Source: an optimization exercise on an open RTL-to-GDS flow (aim: small area, a short achievable clock period and few clock cycles per item). Production flows keep margins and buffers that such runs may drop. Where RTL was checked, it was by simulation tests only, not by an equivalence proof against the original.

Setup of run Z:
## dmr_fec
module dmr_fec (
    input  wire         clk,
    input  wire         rst,         
    input  wire         start,
    input  wire [1:0]   op,
    input  wire [195:0] din,
    output wire         ready,
    output reg          done,
    output reg  [195:0] dout,
    output reg          corr,
    output reg          fail,
    output reg  [7:0]   ncorr
);
    reg         v;           
    reg [1:0]   rop;
    reg [195:0] rin;
    reg         iter;        
    reg [2:0]   npass;       
    reg [195:0] w0;          
    reg         rdy;         
    assign ready = rdy;
    wire in_enc = (op == 2'd0);
    wire [195:0] din_m;
    assign din_m[0] = !in_enc & din[0];
    assign din_m[1] = !in_enc & din[181];
    assign din_m[2] = !in_enc & din[166];
    assign din_m[3] = !in_enc & din[151];
    assign din_m[4] = in_enc ? din[0] : din[136];
    assign din_m[5] = in_enc ? din[1] : din[121];
    assign din_m[6] = in_enc ? din[2] : din[106];
    assign din_m[7] = in_enc ? din[3] : din[91];
    assign din_m[8] = in_enc ? din[4] : din[76];
    assign din_m[9] = in_enc ? din[5] : din[61];
    assign din_m[10] = in_enc ? din[6] : din[46];
    assign din_m[11] = in_enc ? din[7] : din[31];
    assign din_m[12] = din[16];
    assign din_m[13] = din[1];
    assign din_m[14] = din[182];
    assign din_m[15] = din[167];
    assign din_m[16] = in_enc ? din[8] : din[152];
    assign din_m[17] = in_enc ? din[9] : din[137];
    assign din_m[18] = in_enc ? din[10] : din[122];
    assign din_m[19] = in_enc ? din[11] : din[107];
    assign din_m[20] = in_enc ? din[12] : din[92];
    assign din_m[21] = in_enc ? din[13] : din[77];
    assign din_m[22] = in_enc ? din[14] : din[62];
    assign din_m[23] = in_enc ? din[15] : din[47];
    assign din_m[24] = in_enc ? din[16] : din[32];
    assign din_m[25] = in_enc ? din[17] : din[17];
    assign din_m[26] = in_enc ? din[18] : din[2];
    assign din_m[27] = din[183];
    assign din_m[28] = din[168];
    assign din_m[29] = din[153];
    assign din_m[30] = din[138];
    assign din_m[31] = in_enc ? din[19] : din[123];
    assign din_m[32] = in_enc ? din[20] : din[108];
    assign din_m[33] = in_enc ? din[21] : din[93];
  ...
==> flow/config.mk <==
export PLATFORM = sky130hd
export DESIGN_NAME = dmr_fec
export DESIGN_NICKNAME = dmr_fec
export VERILOG_FILES = /design/flow/design.v
export SDC_FILE = /design/flow/constraint.sdc
export NUM_CORES = 8
export LEC_CHECK = 0
export CAP_MARGIN = 20
export CORE_MARGIN = 2
export CORE_UTILIZATION = 25
export PLACE_DENSITY = 0.45
export SLEW_MARGIN = 20
==> flow/constraint.sdc <==
create_clock -name core_clock -period 50.0 [get_ports {clk}]
set_input_delay 10.0000 -clock core_clock [delete_from_list [all_inputs] [get_ports {clk}]]
set_output_delay 10.0000 -clock core_clock [all_outputs]
set_load 0.01 [all_outputs]
standard.sh (not shown) runs the stock make flow with config.mk's settings and CLKGATE_MAP_FILE= SYNTH_SCRIPT=/design/flow/synth_recipe.tcl, a recipe that flattens the netlist after the stock synthesis.
==> flow/flow/run.sh <==
#!/bin/bash
# Standard ORFS layout at the design's clock and constraints, with:
#  - repair_timing asked to leave a setup margin (shorter critical paths),
#  - plain buf_2 cells as the port buffers.
bash standard.sh SETUP_SLACK_MARGIN=38.5 \
  BUFFER_PORTS_ARGS="-buffer_cell sky130_fd_sc_hd__buf_2" \
  finish > standard.log 2>&1
Relative to run Z, the following input files were edited for run M:
==> flow/flow/run.sh <==
#!/bin/bash
# Standard ORFS layout at the design's clock and constraints; repair_timing
# is asked to leave a setup margin so that it shortens the critical paths.
bash standard.sh SETUP_SLACK_MARGIN=38 finish > standard.log 2>&1
==> comparison <==
Run M: full flow OK, the timing, DRC and antenna checks passed. Going from run Z to run M, mean area per synthesized cell did not really move; global-route wire length before repair now smaller; fill cell instance count of the final layout moved up; global-route usage now sits lower. Run M vs. run Z: count of clock-buffer cells in the layout climbed 8; final core utilization dropped 0.83 points; multi-input combinational cell count barely changed. Any difference in number of logic inverters in the finished layout between run Z and run M is small enough to ignore.
No run of this note included a check of the RTL's function; only the layout flow was run.

========
Another version of the RTL of dmr_fec (not shown whole).
For scale: about 54000 um2 of cells after synthesis.
Settings: LEC_CHECK=0, CAP_MARGIN=30, CORE_MARGIN=2, CORE_UTILIZATION=25, PLACE_DENSITY=0.45, SLEW_MARGIN=20; clock period 50.0 ns.
==> flow/flow/run.sh <==
#!/bin/bash
# Standard ORFS layout at the design's clock and constraints, with:
#  - repair_timing asked to leave a setup margin (shorter critical paths),
#  - plain buf_2 cells as the port buffers.
bash standard.sh SETUP_SLACK_MARGIN=38.5 \
  BUFFER_PORTS_ARGS="-buffer_cell sky130_fd_sc_hd__buf_2" \
  finish > standard.log 2>&1
Testbench counts at the start, summed over its fixed seeds: cycles 5,628, items 4,800.
Edit:
==> flow/flow/run.sh (replaced) <==
#!/bin/bash
# Standard ORFS layout at the design's clock and constraints, with:
#  - repair_timing asked to leave a setup margin (shorter critical paths),
#  - plain buf_2 cells as the port buffers,
#  - no dummy loads in the clock tree.
bash standard.sh SETUP_SLACK_MARGIN=38.5 \
  BUFFER_PORTS_ARGS="-buffer_cell sky130_fd_sc_hd__buf_2" \
  CTS_ARGS="-sink_clustering_enable -repair_clock_nets -dont_use_dummy_load" \
  finish > standard.log 2>&1
--- a/flow/config.mk
+++ b/flow/config.mk
@@ -6,7 +6,8 @@
 export NUM_CORES = 8
 export LEC_CHECK = 0
+export ABC_CLOCK_PERIOD_IN_PS = 11000
 export CAP_MARGIN = 30
 export CORE_MARGIN = 2
-export CORE_UTILIZATION = 25
-export PLACE_DENSITY = 0.45
+export CORE_UTILIZATION = 35
+export PLACE_DENSITY = 0.55
 export SLEW_MARGIN = 20
Outcome: Via count shrinks by about 0.65%. Worst setup slack degrades by 0.028 ns. Core utilization went up by 11 points. Register-to-register slack got worse by 0.18 ns. Flip-flop and latch count does not change. Maximum frequency is about the same. Critical path depth does not change.

========
Starting RTL as in the previous note.
clock: 50.0 ns
lec_check: 0
cap_margin: 30
core_margin: 2
core_utilization: 35
place_density: 0.55
slew_margin: 20
==> flow/flow/run.sh <==
#!/bin/bash
# Standard ORFS layout at the design's clock and constraints, with:
#  - repair_timing asked to leave a setup margin (shorter critical paths),
#  - plain buf_2 cells as the port buffers.
bash standard.sh SETUP_SLACK_MARGIN=38.5 \
  BUFFER_PORTS_ARGS="-buffer_cell sky130_fd_sc_hd__buf_2" \
  finish > standard.log 2>&1
The baseline completed without violations.
Testbench counts at the start, summed over its fixed seeds: cycles 5,628, items 4,800.
Next try:
--- a/flow/flow/run.sh
+++ b/flow/flow/run.sh
@@ -4,3 +4,3 @@
 #  - plain buf_2 cells as the port buffers.
-bash standard.sh SETUP_SLACK_MARGIN=38.5 \
+bash standard.sh SETUP_SLACK_MARGIN=38 \
   BUFFER_PORTS_ARGS="-buffer_cell sky130_fd_sc_hd__buf_2" \
--- a/flow/config.mk
+++ b/flow/config.mk
@@ -9,4 +9,4 @@
 export CORE_MARGIN = 2
-export CORE_UTILIZATION = 35
-export PLACE_DENSITY = 0.55
+export CORE_UTILIZATION = 25
+export PLACE_DENSITY = 0.45
 export SLEW_MARGIN = 20
What happened:
- maximum frequency drops by 3.9%
- hold slack hardly moves
- core utilization went down by 12 points
- final cell count grows by 9.8%
- clock-buffer cell count grows by 1
- wire length went up by 6.5%

========
Setup of run A:
Starting RTL as in the previous note.
==> flow/design.v (excerpt) <==
module dmr_fec (
    input  wire         clk,
    input  wire         rst,         
    input  wire         start,
    input  wire [1:0]   op,
    input  wire [195:0] din,
    output wire         ready,
    output reg          done,
    output reg  [195:0] dout,
    output reg          corr,
    output reg          fail,
    output reg  [7:0]   ncorr
);
    reg         v;           
    reg [1:0]   rop;
    reg [195:0] rin;
    reg         iter;        
    reg [2:0]   npass;       
    reg [195:0] w0;          
    reg [7:0]   ncnt;        
    reg         rdy;         
    assign ready = rdy;
    wire [195:0] din_m;
    assign din_m[0] = op[1] ? din[0] : (op[0] ? din[0] : 1'b0);
    assign din_m[1] = op[1] ? din[0] : (op[0] ? din[181] : 1'b0);
    assign din_m[2] = op[1] ? (op[0] ? din[8] : din[1]) : (op[0] ? din[166] : 1'b0);
    assign din_m[3] = op[1] ? (op[0] ? din[16] : din[2]) : (op[0] ? din[151] : 1'b0);
    assign din_m[4] = op[1] ? (op[0] ? din[24] : din[3]) : (op[0] ? din[136] : din[0]);
    assign din_m[5] = op[1] ? (op[0] ? din[32] : din[4]) : (op[0] ? din[121] : din[1]);
    assign din_m[6] = op[1] ? (op[0] ? din[40] : din[5]) : (op[0] ? din[106] : din[2]);
    assign din_m[7] = op[1] ? (op[0] ? din[48] : din[6]) : (op[0] ? din[91] : din[3]);
    assign din_m[8] = op[1] ? (op[0] ? din[56] : din[7]) : (op[0] ? din[76] : din[4]);
    assign din_m[9] = op[1] ? (op[0] ? din[64] : din[8]) : (op[0] ? din[61] : din[5]);
    assign din_m[10] = op[1] ? (op[0] ? din[72] : din[9]) : (op[0] ? din[46] : din[6]);
    assign din_m[11] = op[1] ? (op[0] ? din[80] : din[10]) : (op[0] ? din[31] : din[7]);
    assign din_m[12] = op[1] ? din[88] : din[16];
    assign din_m[13] = op[1] ? din[96] : din[1];
    assign din_m[14] = op[1] ? din[104] : din[182];
    assign din_m[15] = op[1] ? din[112] : din[167];
    assign din_m[16] = op[1] ? (op[0] ? din[1] : din[11]) : (op[0] ? din[152] : din[8]);
    assign din_m[17] = op[1] ? (op[0] ? din[9] : din[12]) : (op[0] ? din[137] : din[9]);
    assign din_m[18] = op[1] ? (op[0] ? din[17] : din[13]) : (op[0] ? din[122] : din[10]);
    assign din_m[19] = op[1] ? (op[0] ? din[25] : din[14]) : (op[0] ? din[107] : din[11]);
    assign din_m[20] = op[1] ? (op[0] ? din[33] : din[15]) : (op[0] ? din[92] : din[12]);
  ...
clock: 50.0 ns
lec_check: 0
cap_margin: 30
core_margin: 2
core_utilization: 35
cts_cluster_diameter: 80
cts_cluster_size: 20
place_density: 0.55
slew_margin: 20
==> flow/flow/run.sh <==
#!/bin/bash
# Standard ORFS layout at the design's clock and constraints, with:
#  - repair_timing asked to leave a setup margin (shorter critical paths),
#  - plain buf_2 cells as the port buffers,
#  - no dummy loads in the clock tree.
bash standard.sh SETUP_SLACK_MARGIN=38.5 \
  BUFFER_PORTS_ARGS="-buffer_cell sky130_fd_sc_hd__buf_2" \
  CTS_ARGS="-sink_clustering_enable -repair_clock_nets -dont_use_dummy_load -sink_clustering_size 20 -sink_clustering_max_diameter 80" \
  finish > standard.log 2>&1
Run A completed end to end with timing, DRC and antenna clean.
Testbench counts of run A, summed over its fixed seeds: cycles 5,628, items 4,800.
diff inputs: run A => run B
Settings: CTS_CLUSTER_SIZE: 20 -> unset; CTS_CLUSTER_DIAMETER: 80 -> unset.
diff --git a/flow/flow/run.sh b/flow/flow/run.sh
--- a/flow/flow/run.sh
+++ b/flow/flow/run.sh
@@ -6,4 +6,4 @@
 bash standard.sh SETUP_SLACK_MARGIN=38.5 \
   BUFFER_PORTS_ARGS="-buffer_cell sky130_fd_sc_hd__buf_2" \
-  CTS_ARGS="-sink_clustering_enable -repair_clock_nets -dont_use_dummy_load -sink_clustering_size 20 -sink_clustering_max_diameter 80" \
+  CTS_ARGS="-sink_clustering_enable -repair_clock_nets -dont_use_dummy_load" \
   finish > standard.log 2>&1
==> notes.md <==
- [compare] base=run A new=run B: maximum clock frequency has increased; first-pass GRT wire length rose 0.59%.
- Compared with run A, run B shows design area that has gone up slightly.
- Run A → run B: total detailed-routing wirelength shows an increase of 1800 um, later-pin clock latency in the skew report now larger.
- The met3 layer usage reported by global route reported for run B is smaller than that of run A by 0.85 points.
- Run B: first-pass iteration count of the detailed router 2 above run A
Edits applied to the flow inputs when going from run B to run C:
Settings: CAP_MARGIN: 30 -> 20; PLACE_DENSITY: 0.55 -> 0.45; CORE_UTILIZATION: 35 -> 25.
==> flow/flow/run.sh <==
#!/bin/bash
# Standard ORFS layout at the design's clock and constraints, with:
#  - repair_timing asked to leave a setup margin (shorter critical paths),
#  - plain buf_2 cells as the port buffers.
bash standard.sh SETUP_SLACK_MARGIN=39 \
  BUFFER_PORTS_ARGS="-buffer_cell sky130_fd_sc_hd__buf_2" \
  finish > standard.log 2>&1
- Post-route cell area is lower on run B
- Between run C and run B, the difference in share of the clock period used by the worst path after layout is negligible.
- Run C: global placement routability congestion is about 3% lower than what run B reported.
- | non-clock buffer instance count of the final layout | lower: run B |
- Diff run B -> run C | sum of routed wire segments on met1 | up by more than 10%
Changes in run D relative to run C:
Settings: changing CAP_MARGIN from 20 to 30; changing CORE_UTILIZATION from 25 to 35; changing PLACE_DENSITY from 0.45 to 0.55.
==> flow/flow/run.sh <==
#!/bin/bash
# Standard ORFS layout at the design's clock and constraints, with:
#  - repair_timing asked to leave a setup margin (shorter critical paths),
#  - plain buf_1 cells as the port buffers,
#  - no dummy loads in the clock tree.
bash standard.sh SETUP_SLACK_MARGIN=38.5 \
  BUFFER_PORTS_ARGS="-buffer_cell sky130_fd_sc_hd__buf_1" \
  CTS_ARGS="-sink_clustering_enable -repair_clock_nets -dont_use_dummy_load" \
  finish > standard.log 2>&1
==> comparison <==
- Between run C and run D, the difference in post-route fraction of the period consumed by the critical path is negligible.
- Across both runs, worst path buffer plus inverter count was lower for run D than for run C.
- Comparing run C and run D, cell area after layout is higher on run C.
- On fmax, run D tracks run C almost exactly.
- | fraction of area in clock buffers and inverters | run D vs run C | 0.78 points lower |
- A startpoint of the most critical setup path of dout[40] is what run D shows, while dout[62] belongs to run C.
- Overall die area: run D < run C
- [diff] worst-case hold slack, run D relative to run C: regression
Inputs modified between run D and run E:
Settings: swapping 20 for 40 in SLEW_MARGIN.
==> flow/run.sh (new file) <==
#!/bin/bash
# synth_recipe.tcl (not shown) runs the flow's synth.tcl, then flattens the netlist and writes it again
# the make line also repeats each setting of config.mk as NAME=value (left out here)
make -C /OpenROAD-flow-scripts/flow DESIGN_CONFIG=/design/flow/config.mk WORK_HOME=/design/flow/orfs CLKGATE_MAP_FILE= SYNTH_SCRIPT=/design/flow/synth_recipe.tcl finish
removed: flow/flow/run.sh
removed: flow/standard.sh
--- outcome ---
~same count of multi-input combinational gates in run E and run D. Diff run D -> run E: final instance area shrank by 210 um2; wire length after detailed routing shrank by 5800 um; register share of the cell area held steady. Sort run E and run D by global-route total usage across every layer, descending, and run D comes first. Compared with run D, run E shows a final worst setup slack that is 2820 ps lower.
Modified inputs, run F compared to run E
Settings: CAP_MARGIN: 30 -> 40.
==> flow/flow/run.sh (new file) <==
#!/bin/bash
# Standard ORFS layout at the design's clock and constraints, with:
#  - repair_timing asked to leave a setup margin (shorter critical paths),
#  - plain buf_2 cells as the port buffers,
#  - no dummy loads in the clock tree.
bash standard.sh SETUP_SLACK_MARGIN=38.5 \
  BUFFER_PORTS_ARGS="-buffer_cell sky130_fd_sc_hd__buf_2" \
  CTS_ARGS="-sink_clustering_enable -repair_clock_nets -dont_use_dummy_load" \
  finish > standard.log 2>&1
==> flow/standard.sh (new file) <==
#!/bin/bash
# synth_recipe.tcl (not shown) runs the flow's synth.tcl, then flattens the netlist and writes it again
# the make line also repeats each setting of config.mk as NAME=value (left out here)
make -C /OpenROAD-flow-scripts/flow DESIGN_CONFIG=/design/flow/config.mk WORK_HOME=/design/flow/orfs CLKGATE_MAP_FILE= SYNTH_SCRIPT=/design/flow/synth_recipe.tcl "${@:-finish}"
removed: flow/run.sh
==> comparison <==
Run F ended with less proportion of cell area spent on the clock network than run E. The flow did not stop early for run F: all stages ran, and the layout cleared the timing, DRC and antenna checks. On run F: worst setup slack is 2800 ps higher than what run E gave. [compare] base=run E new=run F: post-DP HPWL did not really move; buffer and inverter count on the worst path fell 9. Compared with run E, run F shows a share of the cycle needed by the critical path after routing that is 5.6 points lower. Between run F and run E, the fraction of area in registers does not differ in any meaningful way. Number of fill cells: lower on run E.

afterwards: timing with drivers on the ports:
How much do the figures lean on ideal ports? The routed layouts below were timed once more, with nothing changed but the port constraints.
Step 1 assumes that a clkbuf_16 drives the clock port and a buf_2 every other input.
Step 2 also shifts input and output timing later by t, the mid clock arrival at the registers, as if the neighbouring blocks saw the same clock.
Slacks: no drivers / after step 1 / after step 2; pairs: no drivers / after step 1.
run	shift t [ns]	setup slack, ns	worst hold slack (ns)	slew at the worst register clock pin (ns)	pins driven straight from the clock port
run Z	0.863	38.343 / 38.241 / 37.934	0.413 / 0.413 / 0.413	0.08 / 0.08	1
run M	0.877	37.988 / 37.886 / 37.334	0.428 / 0.428 / 0.428	0.07 / 0.07	1
the first run of note 2	0.861	38.482 / 38.376 / 37.868	0.413 / 0.413 / 0.413	0.07 / 0.07	1
the second run of note 2	0.784	38.454 / 38.357 / 37.904	0.414 / 0.414 / 0.414	0.07 / 0.07	1
the first run of note 3	0.820	38.447 / 38.348 / 37.834	0.416 / 0.416 / 0.416	0.08 / 0.08	1
the second run of note 3	0.845	37.973 / 37.869 / 37.635	0.414 / 0.414 / 0.414	0.07 / 0.07	1
run A	0.782	38.309 / 38.309 / 37.874	0.419 / 0.419 / 0.419	0.09 / 0.09	1
run B	0.784	38.454 / 38.357 / 37.904	0.414 / 0.414 / 0.414	0.07 / 0.07	1
run C	0.853	38.512 / 38.423 / 38.196	0.453 / 0.453 / 0.453	0.07 / 0.07	1
run D	0.779	38.496 / 38.406 / 37.792	0.412 / 0.412 / 0.412	0.07 / 0.07	1
run E	0.796	35.673 / 35.673 / 35.673	0.418 / 0.418 / 0.418	0.07 / 0.07	1
run F	0.808	38.468 / 38.363 / 37.850	0.412 / 0.412 / 0.412	0.07 / 0.07	1
After both steps every run listed still meets setup and hold. The setup slack of run D, which loses most, moves by -0.090 ns with the drivers and by -0.704 ns with both steps.
